Source: an optimization exercise on an open RTL-to-GDS flow (aim: small area, a short achievable clock period and few clock cycles). Production flows keep margins and buffers that such runs may drop.
The RTL was checked by simulation tests, not by an equivalence proof against the original design.

<file path="flow/run.sh">
#!/bin/bash
# synth_recipe.tcl (not shown) runs the flow's synth.tcl, then flattens the netlist and writes it again
# the make line also repeats each setting of config.mk as NAME=value (left out here)
make -C /OpenROAD-flow-scripts/flow DESIGN_CONFIG=/design/flow/config.mk WORK_HOME=/design/flow/orfs CLKGATE_MAP_FILE= SYNTH_SCRIPT=/design/flow/synth_recipe.tcl finish
</file>
<file path="flow/config.mk">
export PLATFORM = sky130hd
export DESIGN_NAME = bicubic_scaler
export DESIGN_NICKNAME = bicubic_scaler
export VERILOG_FILES = /design/flow/design.v
export SDC_FILE = /design/flow/constraint.sdc
export NUM_CORES = 4
export LEC_CHECK = 0
export CAP_MARGIN = 20
export CORE_MARGIN = 2
export CORE_UTILIZATION = 40
export SLEW_MARGIN = 20
</file>
<file path="flow/constraint.sdc">
create_clock -name core_clock -period 20.0 [get_ports {clk}]
set_input_delay 4.0000 -clock core_clock [delete_from_list [all_inputs] [get_ports {clk}]]
set_output_delay 4.0000 -clock core_clock [all_outputs]
set_load 0.01 [all_outputs]
</file>
<file path="flow/design.v">
module bicubic_scaler (
    input  wire        clk,
    input  wire        rst,
    input  wire        start,
    input  wire        ch4,
    input  wire [15:0] src_addr,
    input  wire [15:0] dst_addr,
    input  wire [7:0]  old_w,
    input  wire [7:0]  old_h,
    input  wire [7:0]  new_w,
    input  wire [7:0]  new_h,
    output reg         busy,
    output reg         done,
    output reg         error,
    output reg         mem_valid,
    output reg         mem_we,
    output reg  [15:0] mem_addr,
    output reg  [7:0]  mem_wdata,
    input  wire        mem_ready,
    input  wire [7:0]  mem_rdata
);
    localparam S_IDLE   = 4'd0;
    localparam S_DIVX   = 4'd1;
    localparam S_DIVY   = 4'd2;
    localparam S_DEN    = 4'd3;
    localparam S_WX     = 4'd4;
    localparam S_WY     = 4'd5;
    localparam S_READ   = 4'd6;
    localparam S_ROW    = 4'd7;
    localparam S_ROUND  = 4'd8;
    localparam S_DIV    = 4'd9;
    localparam S_WRITE  = 4'd10;
    localparam S_NEXT   = 4'd11;
    reg [3:0]  state;
    reg        c4;
    reg [15:0] src_r, dst_r;
    reg [7:0]  ow, oh, nw, nh;
    reg [7:0]  qx, rxs;    
    reg [7:0]  qy, rys;    
    reg [7:0]  dv_rem;
    reg [7:0]  dv_quo;
    reg [2:0]  dv_cnt;
    reg [7:0]  dx, dy;
    reg [7:0]  fx, rx;
    reg [7:0]  fy, ry;
    reg [15:0] dst_ptr;
    reg signed [26:0] wx0, wx1, wx2, wx3;
    reg signed [26:0] wy0, wy1, wy2, wy3;
    reg [49:0] den;
    reg [1:0]  k;
    reg [1:0]  ti;      
    reg [1:0]  tj;      
    reg signed [35:0] row_acc;
    reg signed [63:0] num;
    reg signed [64:0] t;
    reg [7:0]  quo;
    reg [2:0]  bit_i;
    wire [2:0] cn = c4 ? 3'd4 : 3'd3;
    wire [7:0]  w_r = (state == S_WX) ? rx : ry;
    wire [7:0]  w_n = (state == S_WX) ? nw : nh;
    wire [15:0] r2  = w_r * w_r;
    wire [23:0] r3  = r2 * w_r;
    wire [15:0] n2  = w_n * w_n;
    wire [23:0] n3  = n2 * w_n;
    wire [23:0] rn2 = w_r * n2;
    wire [23:0] r2n = r2 * w_n;
    wire signed [26:0] s_r3  = {3'd0, r3};
    wire signed [26:0] s_n3  = {3'd0, n3};
    wire signed [26:0] s_rn2 = {3'd0, rn2};
    wire signed [26:0] s_r2n = {3'd0, r2n};
    wire signed [26:0] w0 = -s_rn2 + 2 * s_r2n - s_r3;
    wire signed [26:0] w1 = 2 * s_n3 - 5 * s_r2n + 3 * s_r3;
    wire signed [26:0] w2 = s_rn2 + 4 * s_r2n - 3 * s_r3;
    wire signed [26:0] w3 = -s_r2n + s_r3;
    wire [7:0] ow_m1 = ow - 8'd1;
    wire [7:0] oh_m1 = oh - 8'd1;
    reg  [7:0] tx, ty;
    always @(*) begin
        case (ti)
            2'd0: tx = (fx == 8'd0) ? 8'd0 : fx - 8'd1;
            2'd1: tx = fx;
            2'd2: tx = (fx >= ow_m1) ? ow_m1 : fx + 8'd1;
            default: tx = ({1'b0, fx} + 9'd2 > {1'b0, ow_m1}) ? ow_m1 : fx + 8'd2;
        endcase
        case (tj)
            2'd0: ty = (fy == 8'd0) ? 8'd0 : fy - 8'd1;
            2'd1: ty = fy;
            2'd2: ty = (fy >= oh_m1) ? oh_m1 : fy + 8'd1;
            default: ty = ({1'b0, fy} + 9'd2 > {1'b0, oh_m1}) ? oh_m1 : fy + 8'd2;
        endcase
    end
    wire [15:0] tpix = ty * ow + tx;
    wire [15:0] tbyte = c4 ? {tpix[13:0], 2'b00} : tpix + {tpix[14:0], 1'b0};
    wire [15:0] taddr = src_r + tbyte + {14'd0, k};
    reg signed [26:0] wxi, wyj;
    always @(*) begin
        case (ti)
            2'd0: wxi = wx0;
            2'd1: wxi = wx1;
            2'd2: wxi = wx2;
            default: wxi = wx3;
        endcase
        case (tj)
            2'd0: wyj = wy0;
            2'd1: wyj = wy1;
            2'd2: wyj = wy2;
            default: wyj = wy3;
        endcase
    end
    wire signed [8:0]  s_pix = {1'b0, mem_rdata};
    wire signed [35:0] row_acc_n = row_acc + wxi * s_pix;
    wire signed [63:0] row_term = wyj * row_acc;
    wire [64:0] den2 = {14'd0, den, 1'b0};
    wire [64:0] den2_sh = den2 << bit_i;
    wire [8:0] rx_sum = rx + rxs;
    wire       rx_wrap = (rx_sum >= {1'b0, nw});
    wire [8:0] ry_sum = ry + rys;
    wire       ry_wrap = (ry_sum >= {1'b0, nh});
    wire [7:0] dv_div = (state == S_DIVX) ? nw : nh;
    wire [7:0] dv_num = (state == S_DIVX) ? ow : oh;
    wire [8:0] dv_trial = {dv_rem, dv_num[dv_cnt]};
    wire       dv_ge = (dv_trial >= {1'b0, dv_div});
    wire [7:0] dv_rem_n = dv_ge ? dv_trial - {1'b0, dv_div} : dv_trial[7:0];
    wire [7:0] dv_quo_n = {dv_quo[6:0], dv_ge};
    wire [23:0] nw3 = nw * nw * nw;
    wire [23:0] nh3 = nh * nh * nh;
    wire [47:0] den6 = nw3 * nh3;
    always @(posedge clk) begin
        if (rst) begin
            state     <= S_IDLE;
            busy      <= 1'b0;
            done      <= 1'b0;
            error     <= 1'b0;
            mem_valid <= 1'b0;
            mem_we    <= 1'b0;
            mem_addr  <= 16'd0;
            mem_wdata <= 8'd0;
        end else begin
            done <= 1'b0;
            case (state)
                S_IDLE: begin
                    if (start) begin
                        c4    <= ch4;
                        src_r <= src_addr;
                        dst_r <= dst_addr;
                        ow    <= old_w;
                        oh    <= old_h;
                        nw    <= new_w;
                        nh    <= new_h;
                        error <= 1'b0;
                        if (old_w == 8'd0 || old_h == 8'd0 ||
                            new_w == 8'd0 || new_h == 8'd0) begin
                            error <= 1'b1;
                            done  <= 1'b1;
                        end else begin
                            busy   <= 1'b1;
                            state  <= S_DIVX;
                            dv_rem <= 8'd0;
                            dv_quo <= 8'd0;
                            dv_cnt <= 3'd7;
                        end
                    end
                end
                S_DIVX, S_DIVY: begin
                    dv_rem <= dv_rem_n;
                    dv_quo <= dv_quo_n;
                    dv_cnt <= dv_cnt - 3'd1;
                    if (dv_cnt == 3'd0) begin
                        dv_rem <= 8'd0;
                        dv_quo <= 8'd0;
                        dv_cnt <= 3'd7;
                        if (state == S_DIVX) begin
                            qx    <= dv_quo_n;
                            rxs   <= dv_rem_n;
                            state <= S_DIVY;
                        end else begin
                            qy    <= dv_quo_n;
                            rys   <= dv_rem_n;
                            state <= S_DEN;
                        end
                    end
                end
                S_DEN: begin
                    den     <= {den6, 2'b00};
                    dx      <= 8'd0;
                    dy      <= 8'd0;
                    fx      <= 8'd0;
                    rx      <= 8'd0;
                    fy      <= 8'd0;
                    ry      <= 8'd0;
                    dst_ptr <= dst_r;
                    state   <= S_WX;
                end
                S_WX: begin
                    wx0 <= w0; wx1 <= w1; wx2 <= w2; wx3 <= w3;
                    state <= S_WY;
                end
                S_WY: begin
                    wy0 <= w0; wy1 <= w1; wy2 <= w2; wy3 <= w3;
                    k       <= 2'd0;
                    ti      <= 2'd0;
                    tj      <= 2'd0;
                    row_acc <= 36'sd0;
                    num     <= 64'sd0;
                    state   <= S_READ;
                end
                S_READ: begin
                    if (!mem_valid) begin
                        mem_valid <= 1'b1;
                        mem_we    <= 1'b0;
                        mem_addr  <= taddr;
                    end else if (mem_ready) begin
                        mem_valid <= 1'b0;
                        row_acc   <= row_acc_n;
                        ti        <= ti + 2'd1;
                        if (ti == 2'd3)
                            state <= S_ROW;
                    end
                end
                S_ROW: begin
                    num     <= num + row_term;
                    row_acc <= 36'sd0;
                    tj      <= tj + 2'd1;
                    if (tj == 2'd3)
                        state <= S_ROUND;
                    else
                        state <= S_READ;
                end
                S_ROUND: begin
                    t     <= {num, 1'b0} + {15'd0, den};
                    quo   <= 8'd0;
                    bit_i <= 3'd7;
                    state <= S_DIV;
                end
                S_DIV: begin
                    if (t < 65'sd0) begin
                        quo   <= 8'd0;
                        state <= S_WRITE;
                    end else if ({1'b0, t[63:0]} >= (den2 << 8)) begin
                        quo   <= 8'd255;
                        state <= S_WRITE;
                    end else begin
                        if (t >= $signed(den2_sh)) begin
                            t <= t - $signed(den2_sh);
                            quo[bit_i] <= 1'b1;
                        end
                        bit_i <= bit_i - 3'd1;
                        if (bit_i == 3'd0)
                            state <= S_WRITE;
                    end
                end
                S_WRITE: begin
                    if (!mem_valid) begin
                        mem_valid <= 1'b1;
                        mem_we    <= 1'b1;
                        mem_addr  <= dst_ptr;
                        mem_wdata <= quo;
                    end else if (mem_ready) begin
                        mem_valid <= 1'b0;
                        mem_we    <= 1'b0;
                        dst_ptr   <= dst_ptr + 16'd1;
                        if ({1'b0, k} == cn - 3'd1) begin
                            state <= S_NEXT;
                        end else begin
                            k       <= k + 2'd1;
                            ti      <= 2'd0;
                            tj      <= 2'd0;
                            row_acc <= 36'sd0;
                            num     <= 64'sd0;
                            state   <= S_READ;
                        end
                    end
                end
                S_NEXT: begin
                    state <= S_WX;
                    if (dx == nw - 8'd1) begin
                        dx <= 8'd0;
                        fx <= 8'd0;
                        rx <= 8'd0;
                        if (dy == nh - 8'd1) begin
                            busy  <= 1'b0;
                            done  <= 1'b1;
                            state <= S_IDLE;
                        end else begin
                            dy <= dy + 8'd1;
                            fy <= fy + qy + {7'd0, ry_wrap};
                            ry <= ry_wrap ? ry_sum - {1'b0, nh} : ry_sum[7:0];
                        end
                    end else begin
                        dx <= dx + 8'd1;
                        fx <= fx + qx + {7'd0, rx_wrap};
                        rx <= rx_wrap ? rx_sum - {1'b0, nw} : rx_sum[7:0];
                    end
                end
                default: state <= S_IDLE;
            endcase
        end
    end
endmodule
</file>
==> results.txt <==
cell families after synthesis:
| kind of cell | synth area share |
|---|---|
| AND/OR/NAND/NOR | 0.141 |
| adder cells (fa/ha/maj) | 0.474 |
| buffers and inverters | 0.0953 |
| AO/OA/AOI/OAI | 0.0918 |
| XOR/XNOR | 0.0432 |
| flip-flops | 0.139 |
| multiplexers | 0.0165 |
| other | 0.0000541 |
layer usage:
metal  part of all wire  global-route usage
met1               0.45               0.304
met2               0.47               0.367
met3              0.056              0.0246
met4              0.025              0.0503
met5           0.000071                   0
cell usage in the layout, fill, tap and decap left out, drive strengths merged, types with 23 or more instances in the layout:
cell type / n
inv: 2931
fa: 2446
nand2: 1869
ha: 1339
nor2: 852
and2: 689
a21oi: 625
edfxtp: 618
xnor2: 422
o21ai: 378
a21o: 275
xor2: 259
buf: 236
nand3: 182
nor3: 152
mux2i: 119
nand2b: 117
clkdlybuf4s50: 103
o21bai: 95
clkbuf: 95
nor2b: 85
a211oi: 81
and3: 80
o21a: 74
a31oi: 70
nand4: 67
a222oi: 52
or3: 45
mux4: 43
o31ai: 41
or2: 41
clkinv: 41
a21boi: 37
o211ai: 35
dfxtp: 33
nor4: 28
a211o: 23
worst max-delay path, delay by kind of cell (launching register included):
kind                     cells  cell delay, ps
XOR/XNOR                     2            1280
AO/OA/AOI/OAI               20            4530
adder cells (fa/ha/maj)     18            7700
AND/OR/NAND/NOR              6            1240
flip-flops                   1             370
buffers and inverters       10            1260
metrics by stage:
step                worst slack (ps)  instance area [um2]  hold WS, ps   util
floorplan                       5030               139000          421      -
global placement                3560               146000          431  0.422
detailed placement              3530               146000          436  0.422
CTS                             3470               149000          450  0.430
global route                    2550               149000          464  0.430
finish                          3370               149000          452  0.430
state kept, by name (all words and copies together), names as in the netlist, 16 cells and up:
signal / count
num: 64
t: 64
den: 48
row_acc: 36
wx3: 27
wy1: 27
wx0: 26
wx1: 26
wx2: 26
wy0: 26
wy2: 26
wy3: 26
dst_ptr: 16
dst_r: 16
mem_addr: 16
src_r: 16
synthesized netlist by cell type, drive strengths merged, types with 33 or more instances:
cell type  count  share of area
or3           45         0.0020
fa          2446           0.35
clkbuf       517          0.014
xor2         259          0.016
and2         689          0.031
buf           74         0.0021
o21a          74         0.0040
o211ai        35         0.0019
xnor2        422          0.027
o21bai        95         0.0051
nor3         152         0.0055
nand4         67         0.0030
o21ai        378          0.014
or2           41         0.0018
ha          1339           0.12
mux2i        119         0.0086
a211oi        81         0.0044
dfxtp         33         0.0048
a21oi        625          0.023
nand2       1869          0.051
a21boi        37         0.0020
a222oi        52         0.0038
inv         2922          0.079
nor2         852          0.023
edfxtp       618           0.13
nand3        182         0.0066
nor2b         85         0.0038
mux4          43         0.0070
nand2b       117         0.0053
o31ai         41         0.0022
and3          80         0.0036
a31oi         70         0.0032
a21o         275          0.015
area by class of cell:
cell class,instances,area (um2),area share
clock buffers,95,2160,0.0145
multi-input cells,10900,107000,0.721
well taps,4578,5730,0.0385
clock inverters,54,638,0.00429
flip-flops and latches,651,19200,0.129
diodes,2,5.00,0.0000337
inverters,2929,11000,0.0739
repair buffers,339,2810,0.0189
how the worst max path moves through the flow:
stage / from / to / slack (ps) / cells past startpoint
4_1_cts: nw[0] / den[47] / 3470 / 56
3_5_place_dp: nw[0] / den[47] / 3530 / 56
2_1_floorplan: nw[0] / den[47] / 5030 / 58
5_1_grt: nw[0] / den[47] / 2550 / 56
6_report: nw[0] / den[47] / 3370 / 56
3_3_place_gp: nw[0] / den[47] / 3560 / 56
==> results_dict.tcl <==
set metrics [dict create \
    holdBufCountCts 0 \
    yosysSeqAreaShare 0.139 \
    die_area_um2 352000 \
    min_to "qx[7]" \
    fmax_mhz 60.1 \
    hold_violations 0 \
    worst_r2r_path_depth 56 \
    r2r_end "den[47]" \
    first_global_vias 106000 \
    min_from "dv_quo[6]" \
    areaGrowthSynthToFinish_pct 7.19 \
    timing.rr.start "nw[0]" \
    synthCells 15000 \
    fin_crit_sh 0.832 \
    grt_start_max_net_pins 73 \
    path_class "flip-flop to flip-flop" \
    via_per_inst 5.28 \
    drc 0 \
    grt_util_all_layers 0.219 \
    status "complete, no violations" \
    synth_seq_cells 651 \
    critPathMaxFanout 13 \
    ys_types 92 \
    io_buffers 105 \
    initial_core_util 0.401 \
    clk_latency_ps 730 \
    dr.pass1.iters 8 \
    drv_cap 0 \
    coreArea_um2 346000 \
    cp-start-kind "flip-flop" \
    instances_no_fill 19500 \
    crit_top_cell "fa_1" \
    ctsLongestPathBuffers 3 \
    dp_hpwl_mm 309 \
    synth_edf_count 618 \
    synth.avg_cell_area_um2 9.22 \
    clk_pin_slew_ps 60 \
    slew_violations 0 \
    clock-sinks 651 \
    regToRegSetupSlack_ps 3370 \
    gr-total-overflow 0 \
    rows 216 \
    fillers 34000 \
    relSlewSlack 0.213 \
    cts_tree "yes" \
    htree_levels 3 \
    endpoint_kind "flip-flop" \
    gp_congestion 0.914 \
    post_cts_buffers 0 \
    netlist_area_um2 139000 \
    drt_iter0_drc 7217 \
    hp-class "flip-flop to flip-flop" \
    ant_nets 0 \
    routed_wl_mm 381 \
    arrival_ps 17110 \
    place_inst 19400 \
    fin_nets 18700 \
    rsz0062_at_grt "no" \
    die_x_um 593 \
    slowest_stage "xor2_1" \
    antenna_found_initial 21 \
    wl_per_cell_um 19.5 \
    cts_resized 0 \
    yosysWarnings 1 \
    cts_buffers 81 \
    async_reset_ff_frac 0 \
    setup_viol 0 \
    fin_skew_ps 99.6 \
    holdPathStages 0 \
    synth_flop_cell "edfxtp_1" \
    period_minus_slack_ps 16630 \
    ios 106 \
    finalSetupTns_ps 0 \
    clockRootBuffer "clkbuf_16" \
    max_stage_delay_ps 730 \
    worst-slew-pin-transition_ps 1160 \
    cp.required_ps 20470 \
    dr_total_vias 103000 \
    drive_above_1_share 0.0398 \
    grt_first_pass_wirelength_mm 603 \
    dieHeight_um 593 \
]
Testbench counts, summed over its fixed seeds: cycles 630,567.

static timing again, ports no longer ideal:
The flow's constraints put no driver on any port. The routed layout listed below was extracted and timed again, unchanged, in two steps. Step 1 sets driving cells, clkbuf_16 on the clock port and buf_2 on the other inputs (assumed; they add their load-dependent delay and slew). Step 2 adds t to the input delays and takes it off the output delays; t is the mean of the earliest and latest rising clock arrival at the registers after step 1. Input paths then give back, and output paths get back, about the clock's delay inside the block. a / b / c = no drivers / after step 1 / after step 2; a / b = the first two.
t, ns: 0.774
slack for setup (ns): 3.366 / 3.366 / 3.366
latest minus earliest clock arrival (ns): 0.103 / 0.103
After both steps this run still meets setup and hold. The setup slack of this run moves by 0.000 ns with the drivers and by 0.000 ns with both steps.
